What follows belongs to an exercise in optimizing a design on an open flow for a short achievable clock period and few clock cycles per item; a production flow would make more cautious choices.
The RTL was checked by simulation tests, not by an equivalence proof against the original design.
Power is estimated from default activity; no workload was simulated.

--- design/flow/run.sh ---
#!/bin/bash
# synth_recipe.tcl (not shown) runs the flow's synth.tcl, then flattens the netlist and writes it again
# the make line also repeats each setting of config.mk as NAME=value (left out here)
make -C /OpenROAD-flow-scripts/flow DESIGN_CONFIG=/design/flow/config.mk WORK_HOME=/design/flow/orfs CLKGATE_MAP_FILE= SYNTH_SCRIPT=/design/flow/synth_recipe.tcl finish
--- design/flow/config.mk ---
export PLATFORM = sky130hd
export DESIGN_NAME = bitpack_codec
export DESIGN_NICKNAME = bitpack_codec
export VERILOG_FILES = /design/flow/design.v
export SDC_FILE = /design/flow/constraint.sdc
export NUM_CORES = 4
export LEC_CHECK = 0
export CAP_MARGIN = 20
export CORE_MARGIN = 2
export CORE_UTILIZATION = 40
export SLEW_MARGIN = 20
--- design/flow/design.v ---
module bitshift_option_deriver (
    input  wire [7:0] od_in,
    output wire [7:0] opt0,
    output wire [7:0] opt1,
    output wire [7:0] opt2,
    output wire [7:0] opt3
);
    assign opt0 = od_in | {od_in[6:0], 1'b0};
    assign opt1 = od_in & {od_in[6:0], 1'b0};
    assign opt2 = od_in | {1'b0, od_in[7:1]};
    assign opt3 = od_in & {1'b0, od_in[7:1]};
endmodule
module compression_encoder_fsm (
    input  wire       clk,
    input  wire       rst,
    input  wire       in_valid,
    output wire       in_ready,
    input  wire       in_end,
    input  wire [7:0] in_data,
    output wire       out_valid,
    input  wire       out_ready,
    output wire [7:0] out_data,
    output wire       enc_done,
    output wire       enc_collision
);
    localparam S_IN   = 3'd0;   
    localparam S_OUT  = 3'd1;   
    localparam S_PAD  = 3'd2;   
    localparam S_SENT = 3'd3;   
    localparam S_DONE = 3'd4;
    reg  [2:0] state;
    reg        ret_pad;         
    reg        p0_def, p1_def;
    reg  [7:0] p0, p1;
    reg  [9:0] acc;
    reg  [3:0] accn;
    reg  [7:0] lit0, lit1, lit2, lit3;
    reg  [2:0] litn;
    reg        coll;
    reg  [7:0] obuf0, obuf1, obuf2, obuf3, obuf4;
    reg  [2:0] ocnt;            
    reg  [2:0] oidx;            
    wire [7:0] opt0, opt1, opt2, opt3;
    bitshift_option_deriver u_odr (
        .od_in(p1), .opt0(opt0), .opt1(opt1), .opt2(opt2), .opt3(opt3)
    );
    wire       take_tok = in_valid && in_ready;
    wire       do_pass  = (take_tok && !in_end) || (state == S_PAD && accn != 4'd0);
    wire [7:0] b        = (state == S_PAD) ? 8'h00 : in_data;
    reg  [3:0] field;           
    reg  [2:0] fw;              
    reg        is_lit;
    always @(*) begin
        is_lit = 1'b0;
        fw     = 3'd2;
        field  = 4'b0000;
        if (p1_def && p1 == b) begin
            field = 4'b0011;                        
        end else if (p0_def && p0 == b) begin
            field = 4'b0010;                        
        end else if (p1_def && opt0 == b) begin
            field = 4'b0100; fw = 3'd4;             
        end else if (p1_def && opt1 == b) begin
            field = 4'b0101; fw = 3'd4;             
        end else if (p1_def && opt2 == b) begin
            field = 4'b0110; fw = 3'd4;             
        end else if (p1_def && opt3 == b) begin
            field = 4'b0111; fw = 3'd4;             
        end else begin
            field = 4'b0000; is_lit = 1'b1;         
        end
    end
    wire [9:0] acc_app  = (fw == 3'd4) ? {acc[5:0], field} : {acc[7:0], field[1:0]};
    wire [3:0] accn_app = accn + {1'b0, fw};
    wire       flush    = (accn_app >= 4'd8);
    wire [7:0] ctrl     = (accn_app == 4'd10) ? acc_app[9:2] : acc_app[7:0];
    wire [2:0] litn_app = litn + {2'b00, is_lit};
    wire [7:0] nlit0 = (is_lit && litn == 3'd0) ? b : lit0;
    wire [7:0] nlit1 = (is_lit && litn == 3'd1) ? b : lit1;
    wire [7:0] nlit2 = (is_lit && litn == 3'd2) ? b : lit2;
    wire [7:0] nlit3 = (is_lit && litn == 3'd3) ? b : lit3;
    reg [7:0] obyte;
    always @(*) begin
        case (oidx)
            3'd0:    obyte = obuf0;
            3'd1:    obyte = obuf1;
            3'd2:    obyte = obuf2;
            3'd3:    obyte = obuf3;
            default: obyte = obuf4;
        endcase
    end
    assign in_ready      = !rst && (state == S_IN);
    assign out_valid     = !rst && (state == S_OUT || state == S_SENT);
    assign out_data      = (state == S_SENT) ? 8'h01 : obyte;
    assign enc_done      = (state == S_DONE);
    assign enc_collision = coll;
    wire put = out_valid && out_ready;
    always @(posedge clk) begin
        if (rst) begin
            state   <= S_IN;
            ret_pad <= 1'b0;
            p0_def  <= 1'b0;
            p1_def  <= 1'b0;
            p0      <= 8'h00;
            p1      <= 8'h00;
            acc     <= 10'd0;
            accn    <= 4'd0;
            lit0    <= 8'h00;
            lit1    <= 8'h00;
            lit2    <= 8'h00;
            lit3    <= 8'h00;
            litn    <= 3'd0;
            coll    <= 1'b0;
            obuf0   <= 8'h00;
            obuf1   <= 8'h00;
            obuf2   <= 8'h00;
            obuf3   <= 8'h00;
            obuf4   <= 8'h00;
            ocnt    <= 3'd0;
            oidx    <= 3'd0;
        end else begin
            if (do_pass) begin
                p0_def <= p1_def;
                p0     <= p1;
                p1_def <= 1'b1;
                p1     <= b;
                if (flush) begin
                    acc   <= (accn_app == 4'd10) ? {8'h00, acc_app[1:0]} : 10'd0;
                    accn  <= accn_app - 4'd8;
                    litn  <= 3'd0;
                    obuf0 <= ctrl;
                    obuf1 <= nlit0;
                    obuf2 <= nlit1;
                    obuf3 <= nlit2;
                    obuf4 <= nlit3;
                    ocnt  <= litn_app + 3'd1;
                    oidx  <= 3'd0;
                    if (ctrl == 8'h01)
                        coll <= 1'b1;
                    ret_pad <= (state == S_PAD);
                    state   <= S_OUT;
                end else begin
                    acc  <= acc_app;
                    accn <= accn_app;
                    litn <= litn_app;
                    lit0 <= nlit0;
                    lit1 <= nlit1;
                    lit2 <= nlit2;
                    lit3 <= nlit3;
                end
            end
            case (state)
                S_IN: begin
                    if (take_tok && in_end)
                        state <= (accn == 4'd0) ? S_SENT : S_PAD;
                end
                S_PAD: begin
                    if (accn == 4'd0)
                        state <= S_SENT;
                end
                S_OUT: begin
                    if (put) begin
                        if (oidx + 3'd1 == ocnt)
                            state <= ret_pad ? S_PAD : S_IN;
                        else
                            oidx <= oidx + 3'd1;
                    end
                end
                S_SENT: begin
                    if (put)
                        state <= S_DONE;
                end
                default: ;
            endcase
        end
    end
endmodule
module compression_decoder_fsm (
    input  wire       clk,
    input  wire       rst,
    input  wire       in_valid,
    output wire       in_ready,
    input  wire       in_eof,
    input  wire [7:0] in_data,
    output wire       out_valid,
    input  wire       out_ready,
    output wire [7:0] out_data,
    output wire       dec_done,
    output wire [2:0] dec_status
);
    localparam ST_NONE      = 3'd0;
    localparam ST_SENTINEL  = 3'd1;
    localparam ST_EOF_CTRL  = 3'd2;
    localparam ST_EOF_LIT   = 3'd3;
    localparam ST_EOF_SEL   = 3'd4;
    localparam ST_UNDEF_REF = 3'd5;
    localparam S_RUN  = 2'd0;   
    localparam S_SEL  = 2'd1;   
    localparam S_DONE = 2'd2;
    localparam OP_LIT  = 2'b00;
    localparam OP_MODP = 2'b01;
    localparam OP_REP2 = 2'b10;
    localparam OP_REP1 = 2'b11;
    reg  [1:0] state;
    reg  [2:0] status;
    reg        p0_def, p1_def;
    reg  [7:0] p0, p1;
    reg  [7:0] ctrl;
    reg  [3:0] rem;
    reg        ovalid;
    reg  [7:0] odata;
    wire [7:0] opt0, opt1, opt2, opt3;
    bitshift_option_deriver u_odr (
        .od_in(p1), .opt0(opt0), .opt1(opt1), .opt2(opt2), .opt3(opt3)
    );
    reg [1:0] op, sel_in;
    always @(*) begin
        case (rem)
            4'd8:    begin op = ctrl[7:6]; sel_in = ctrl[5:4]; end
            4'd6:    begin op = ctrl[5:4]; sel_in = ctrl[3:2]; end
            4'd4:    begin op = ctrl[3:2]; sel_in = ctrl[1:0]; end
            default: begin op = ctrl[1:0]; sel_in = 2'b00;     end
        endcase
    end
    wire can_step = (!ovalid || out_ready);
    wire need_tok = (state == S_SEL) ||
                    (state == S_RUN && (rem == 4'd0 || op == OP_LIT));
    assign in_ready   = !rst && can_step && need_tok;
    assign out_valid  = !rst && ovalid;
    assign out_data   = odata;
    assign dec_done   = (state == S_DONE);
    assign dec_status = status;
    wire take = in_valid && in_ready;
    reg [1:0] sel;
    reg [7:0] modp_val;
    always @(*) begin
        sel = (state == S_SEL) ? in_data[7:6] : sel_in;
        case (sel)
            2'd0:    modp_val = opt0;
            2'd1:    modp_val = opt1;
            2'd2:    modp_val = opt2;
            default: modp_val = opt3;
        endcase
    end
    task emit(input [7:0] v);
        begin
            ovalid <= 1'b1;
            odata  <= v;
            p0_def <= p1_def;
            p0     <= p1;
            p1_def <= 1'b1;
            p1     <= v;
        end
    endtask
    task stop(input [2:0] s);
        begin
            status <= s;
            state  <= S_DONE;
        end
    endtask
    always @(posedge clk) begin
        if (rst) begin
            state  <= S_RUN;
            status <= ST_NONE;
            p0_def <= 1'b0;
            p1_def <= 1'b0;
            p0     <= 8'h00;
            p1     <= 8'h00;
            ctrl   <= 8'h00;
            rem    <= 4'd0;
            ovalid <= 1'b0;
            odata  <= 8'h00;
        end else begin
            if (ovalid && out_ready)
                ovalid <= 1'b0;
            if (can_step) begin
                case (state)
                    S_RUN: begin
                        if (rem == 4'd0) begin
                            if (take) begin
                                if (in_eof)
                                    stop(ST_EOF_CTRL);
                                else if (in_data == 8'h01)
                                    stop(ST_SENTINEL);
                                else begin
                                    ctrl <= in_data;
                                    rem  <= 4'd8;
                                end
                            end
                        end else begin
                            case (op)
                                OP_REP1: begin
                                    if (!p1_def) stop(ST_UNDEF_REF);
                                    else begin
                                        emit(p1);
                                        rem <= rem - 4'd2;
                                    end
                                end
                                OP_REP2: begin
                                    if (!p0_def) stop(ST_UNDEF_REF);
                                    else begin
                                        emit(p0);
                                        rem <= rem - 4'd2;
                                    end
                                end
                                OP_LIT: begin
                                    if (take) begin
                                        if (in_eof) stop(ST_EOF_LIT);
                                        else begin
                                            emit(in_data);
                                            rem <= rem - 4'd2;
                                        end
                                    end
                                end
                                default: begin   
                                    if (rem == 4'd2) begin
                                        rem   <= 4'd0;
                                        state <= S_SEL;
                                    end else if (!p1_def) begin
                                        stop(ST_UNDEF_REF);
                                    end else begin
                                        emit(modp_val);
                                        rem <= rem - 4'd4;
                                    end
                                end
                            endcase
                        end
                    end
                    S_SEL: begin
                        if (take) begin
                            if (in_eof)
                                stop(ST_EOF_SEL);
                            else if (in_data == 8'h01)
                                stop(ST_SENTINEL);
                            else begin
                                ctrl  <= in_data;
                                rem   <= 4'd6;
                                state <= S_RUN;
                                if (!p1_def) stop(ST_UNDEF_REF);
                                else emit(modp_val);
                            end
                        end
                    end
                    default: ;
                endcase
            end
        end
    end
endmodule
module bitpack_codec (
    input  wire       clk,
    input  wire       rst,
    input  wire       enc_in_valid,
    output wire       enc_in_ready,
    input  wire       enc_in_end,
    input  wire [7:0] enc_in_data,
    output wire       enc_out_valid,
    input  wire       enc_out_ready,
    output wire [7:0] enc_out_data,
    output wire       enc_done,
    output wire       enc_collision,
    input  wire       dec_in_valid,
    output wire       dec_in_ready,
    input  wire       dec_in_eof,
    input  wire [7:0] dec_in_data,
    output wire       dec_out_valid,
    input  wire       dec_out_ready,
    output wire [7:0] dec_out_data,
    output wire       dec_done,
    output wire [2:0] dec_status
);
    compression_encoder_fsm u_enc (
        .clk(clk), .rst(rst),
        .in_valid(enc_in_valid), .in_ready(enc_in_ready),
        .in_end(enc_in_end), .in_data(enc_in_data),
        .out_valid(enc_out_valid), .out_ready(enc_out_ready),
        .out_data(enc_out_data),
        .enc_done(enc_done), .enc_collision(enc_collision)
    );
    compression_decoder_fsm u_dec (
        .clk(clk), .rst(rst),
        .in_valid(dec_in_valid), .in_ready(dec_in_ready),
        .in_eof(dec_in_eof), .in_data(dec_in_data),
        .out_valid(dec_out_valid), .out_ready(dec_out_ready),
        .out_data(dec_out_data),
        .dec_done(dec_done), .dec_status(dec_status)
    );
endmodule
--- design/flow/constraint.sdc ---
create_clock -name core_clock -period 6.0 [get_ports {clk}]
set_input_delay 1.2000 -clock core_clock [delete_from_list [all_inputs] [get_ports {clk}]]
set_output_delay 1.2000 -clock core_clock [all_outputs]
set_load 0.01 [all_outputs]
==> run_results.csv <==
group,metric,value,unit
status,status,"complete, no violations",
worst_setup_path,crit_buf_inv,2,
worst_setup_path,cp_slowest_cell,"or4b_1",
floorplanning,fp.dieW,157,um
detailed_routing,wl_per_cell,17.9,um
logic_synthesis,synth_area_leaders,"dfxtp_1, mux2i_1, a21oi_1",
cts,ctsRootBufferMaster,"clkbuf_16",
timing,timing.final.crit_period,5540,ps
worst_setup_path,max_stage_delay,620,ps
floorplanning,start_util,40.4,%
placement,io_buffers,49,
pwr,leakagePower,0.00418,uW
logic_synthesis,async_flop_share,0,%
logic_synthesis,ys_seq_elements,158,
cells_and_area,fin_nets,1231,
detailed_routing,vias,8934,
worst_setup_path,reg2reg_from,"u_enc.state[1]",
worst_setup_path,endpoint,"u_enc.obuf0[5]",
worst_setup_path,crit_top_cell,"or3_1",
detailed_routing,remaining_drc_errors,0,
logic_synthesis,yosysUniqueCellTypes,93,
floorplanning,die-area,24800,um2
logic_synthesis,syn_area,9410,um2
placement,dp_hpwl,18500,um
cts,cts.path.max_buffers,2,
cts,cts-buffers-inserted,17,
timing,hold_violations,0,
worst_setup_path,worstPathArrival,5900,ps
placement,place.gp.congestion,0.865,
cts,cts_setup_buffers,0,
cts,cts_resized,0,
timing,rsz0062_at_grt,"false",
grt,antenna_found_initial,0,
worst_setup_path,endpoint_kind,"register",
worst_setup_path,crit_family,"simple AND/OR/NAND/NOR gates",
detailed_routing,drtIter0Drc,674,
worst_setup_path,crit_chain,"clkdlybuf4s50_1 > or3_1 > a2111oi_0 > a211oi_1 > or4b_1 > and4_4 > nor2_8 > inv_4 > ha_1 > fa_1 > xor2_1 > nand2b_1 > nand3_1 > o22ai_1 > or3_1 > a21oi_1",
worst_setup_path,crit_path_start,"enc_in_data[2]",
timing,drv_slew,0,
logic_synthesis,synth_top_flop_cell,"dfxtp_1",
worst_setup_path,critical_path_depth,16,
cts,ctsHoldBuffers,0,
logic_synthesis,netlist.top_cell.by_area,"dfxtp_1",
grt,grt_pass1_vias,8289,
logic_synthesis,syn_nets,1238,
cells_and_area,fin_util,45.8,%
detailed_routing,firstDrtPassIters,7,
floorplanning,die_h,157,um
cts,cts.reportedPaths.clkPinSlew,60,ps
pwr,finalPower,2810,uW
timing,finalSetupViolCount,0,
hold_path,min_path_type,"register to register",
pwr,p_per_area,264,nW/um2
pwr,irDropWorstVdd,0.210,mV
worst_setup_path,worst-setup-path-type,"input pin to register",
timing,finalCritPeriodShare,92.4,%
grt,grt_pass1_wl,44600,um
timing,clock_skew,15.4,ps
timing,tightest_slew,993,ps
detailed_routing,routed_wirelength,27400,um
logic_synthesis,synth_top_area_share,33.6,%
grt,grt_max_degree,57,
detailed_routing,ant_nets,0,
floorplanning,io-pin-count,50,
flow_run,cap_violations,0,
cts,cts_tree,"yes",
worst_setup_path,crit_fanout,8,
placement,place_worst_setup_slack,63.8,ps
floorplanning,rows,56,
logic_synthesis,yosysWarnings,2,
timing,tns,0,ps
worst_setup_path,reg2reg_to,"u_enc.obuf0[5]",
worst_setup_path,worst_setup_path_start_kind,"input pin",
worst_setup_path,r2r_cells,15,
grt,grt-ovfl-total,0,
timing,slew_headroom,33.7,%
cells_and_area,syn2layout_area_growth,13.2,%
cells_and_area,drive_gt1_share,8.03,%
timing,finalWorstSetupSlack,458,ps
cts,cts_num_sinks,158,
cells_and_area,diodes,0,
logic_synthesis,syn_inst,1202,
timing,max_freq,180,MHz
timing,whs,460,ps
cts,h-tree-depth,4,
logic_synthesis,synth_edf_count,0,
logic_synthesis,avgSynthCellArea,7.83,um2
detailed_routing,viasPerCell,5.85,
grt,grt_usage,22.6,%
floorplanning,core-area,23300,um2
cts,worstSkewPairLatency,430,ps
logic_synthesis,yosysSeqAreaShare,33.6,%
worst_setup_path,r2r_slack,710,ps
worst_setup_path,worstPathRequired,6350,ps
-- where the power goes --
group	total (uW)	switching (uW)	internal, uW	leakage [uW]
registers	1130	52.7	1080	0.00128
logic	592	370	222	0.00263
clock network	1090	488	598	0.000276
total	2810	911	1900	0.00418
-- cell usage in the layout, fill, tap and decap left out, types with 12 or more instances in the layout --
master,count
a22oi_1,24
a21oi_1,114
dfxtp_1,158
mux2i_1,75
a221oi_1,21
nand2_1,135
nand3_1,22
nor2_1,144
a211oi_1,12
and3_1,14
clkdlybuf4s50_1,48
or3_1,16
clkbuf_16,17
inv_1,25
o21ai_0,77
buf_4,30
nor3_1,21
-- per-layer routing --
metal | share of wire, % | track usage [%] | wire [um]
met1 | 46 | 30.9 | 12600
met2 | 46 | 35.9 | 12500
met3 | 5.5 | 3.41 | 1510
met4 | 2.7 | 8.48 | 752
met5 | 0 | 0 | 0
-- worst min path at each step --
stage	startpoint	endpoint	slack [ps]	cells past startpoint
global placement	u_enc.ret_pad	u_enc.ret_pad	440	2
CTS	u_enc.ret_pad	u_enc.ret_pad	460	2
finish	u_enc.ret_pad	u_enc.ret_pad	460	2
floorplan	u_enc.obuf0[2]	u_enc.obuf0[2]	430	2
global route	u_enc.ret_pad	u_enc.ret_pad	470	2
detailed placement	u_enc.ret_pad	u_enc.ret_pad	450	2
-- state kept, by name, indices dropped and copies added, names as in the netlist, 8 cells and up --
register,cells
u_enc.lit0,8
u_dec.p1,8
u_enc.acc,8
u_enc.lit3,8
u_enc.lit1,8
u_enc.p1,8
u_enc.obuf0,8
u_dec.odata,8
u_dec.p0,8
u_enc.obuf4,8
u_dec.ctrl,8
u_enc.obuf1,8
u_enc.p0,8
u_enc.obuf2,8
u_enc.obuf3,8
u_enc.lit2,8
-- per-stage QoR --
step,cell area [um2],cells
detailed placement,10100,1495
finish,10700,1527
global placement,10100,1495
global route,10700,1527
floorplan,9410,1202
CTS,10700,1527
-- cell usage after synthesis (14+ instances only) --
master,number
mux2i_1,75
or3_1,16
a22oi_1,24
buf_2,14
clkbuf_1,74
dfxtp_1,158
nor2_1,146
and3_1,14
inv_1,25
nand2_1,135
nor3_1,21
a21oi_1,115
o21ai_0,77
nand3_1,22
a221oi_1,21
-- worst reg2reg max path, stage by stage, from the launching register on --
cell      delay (ps)
dfxtp_1          540
or3b_4           640
and3_1           270
or4_1            530
or4_4            540
and4_4           210
nor2_8           140
inv_4             80
ha_1             220
fa_1             450
xor2_1           420
nand2b_1         320
nand3_1          240
o22ai_1          120
or3_1            380
a21oi_1          130
-- cell type report --
type                            count  area [um2]
Clock buffer                       18         439
Clock inverter                     14         146
Fill cell                        2342       12600
Inverter                           27         104
Multi-Input combinational cell    913        5700
Sequential cell                   158        3160
Tap cell                          319         399
Timing Repair Buffer               78         706
-- cells by family (layout without fill, tap and decap cells) --
kind of cell	after synthesis	in the layout	synth area share, %
DFF	158	158	33.6
buffers and inverters	131	137	6.04
xor gates and xnor gates	15	15	1.40
muxes	82	82	8.82
AOI/OAI and AO/OA	361	361	24.9
adders and majority gates	18	18	2.31
and+or+nand+nor	437	437	22.9
Testbench counts, summed over its fixed seeds: cycles 83,434, items 54,748.

re-timing with driven ports:
Ports are ideal in the flow. The routed layout listed here was re-timed in OpenROAD.
Step 1 assumes that a clkbuf_16 drives the clock port and a buf_2 every other input.
Step 2 times the ports against the registers' clock, not the clock port: input delays grow and output delays shrink by t, the midpoint of the rising clock arrivals with the driver on.
Slacks: ideal ports / drivers / drivers and shift; pairs: ideal ports / drivers.
t, ns: 0.474
setup WS [ns]: 0.458 / 0.484 / 0.010
hold WS [ns]: 0.460 / 0.460 / 0.460
worst setup path after step 2: input to register
worst register clock-pin slew, ns: 0.07 / 0.07
After both steps setup and hold are still met in this run. The setup slack of this run moves by +0.026 ns with the drivers and by -0.448 ns with both steps.
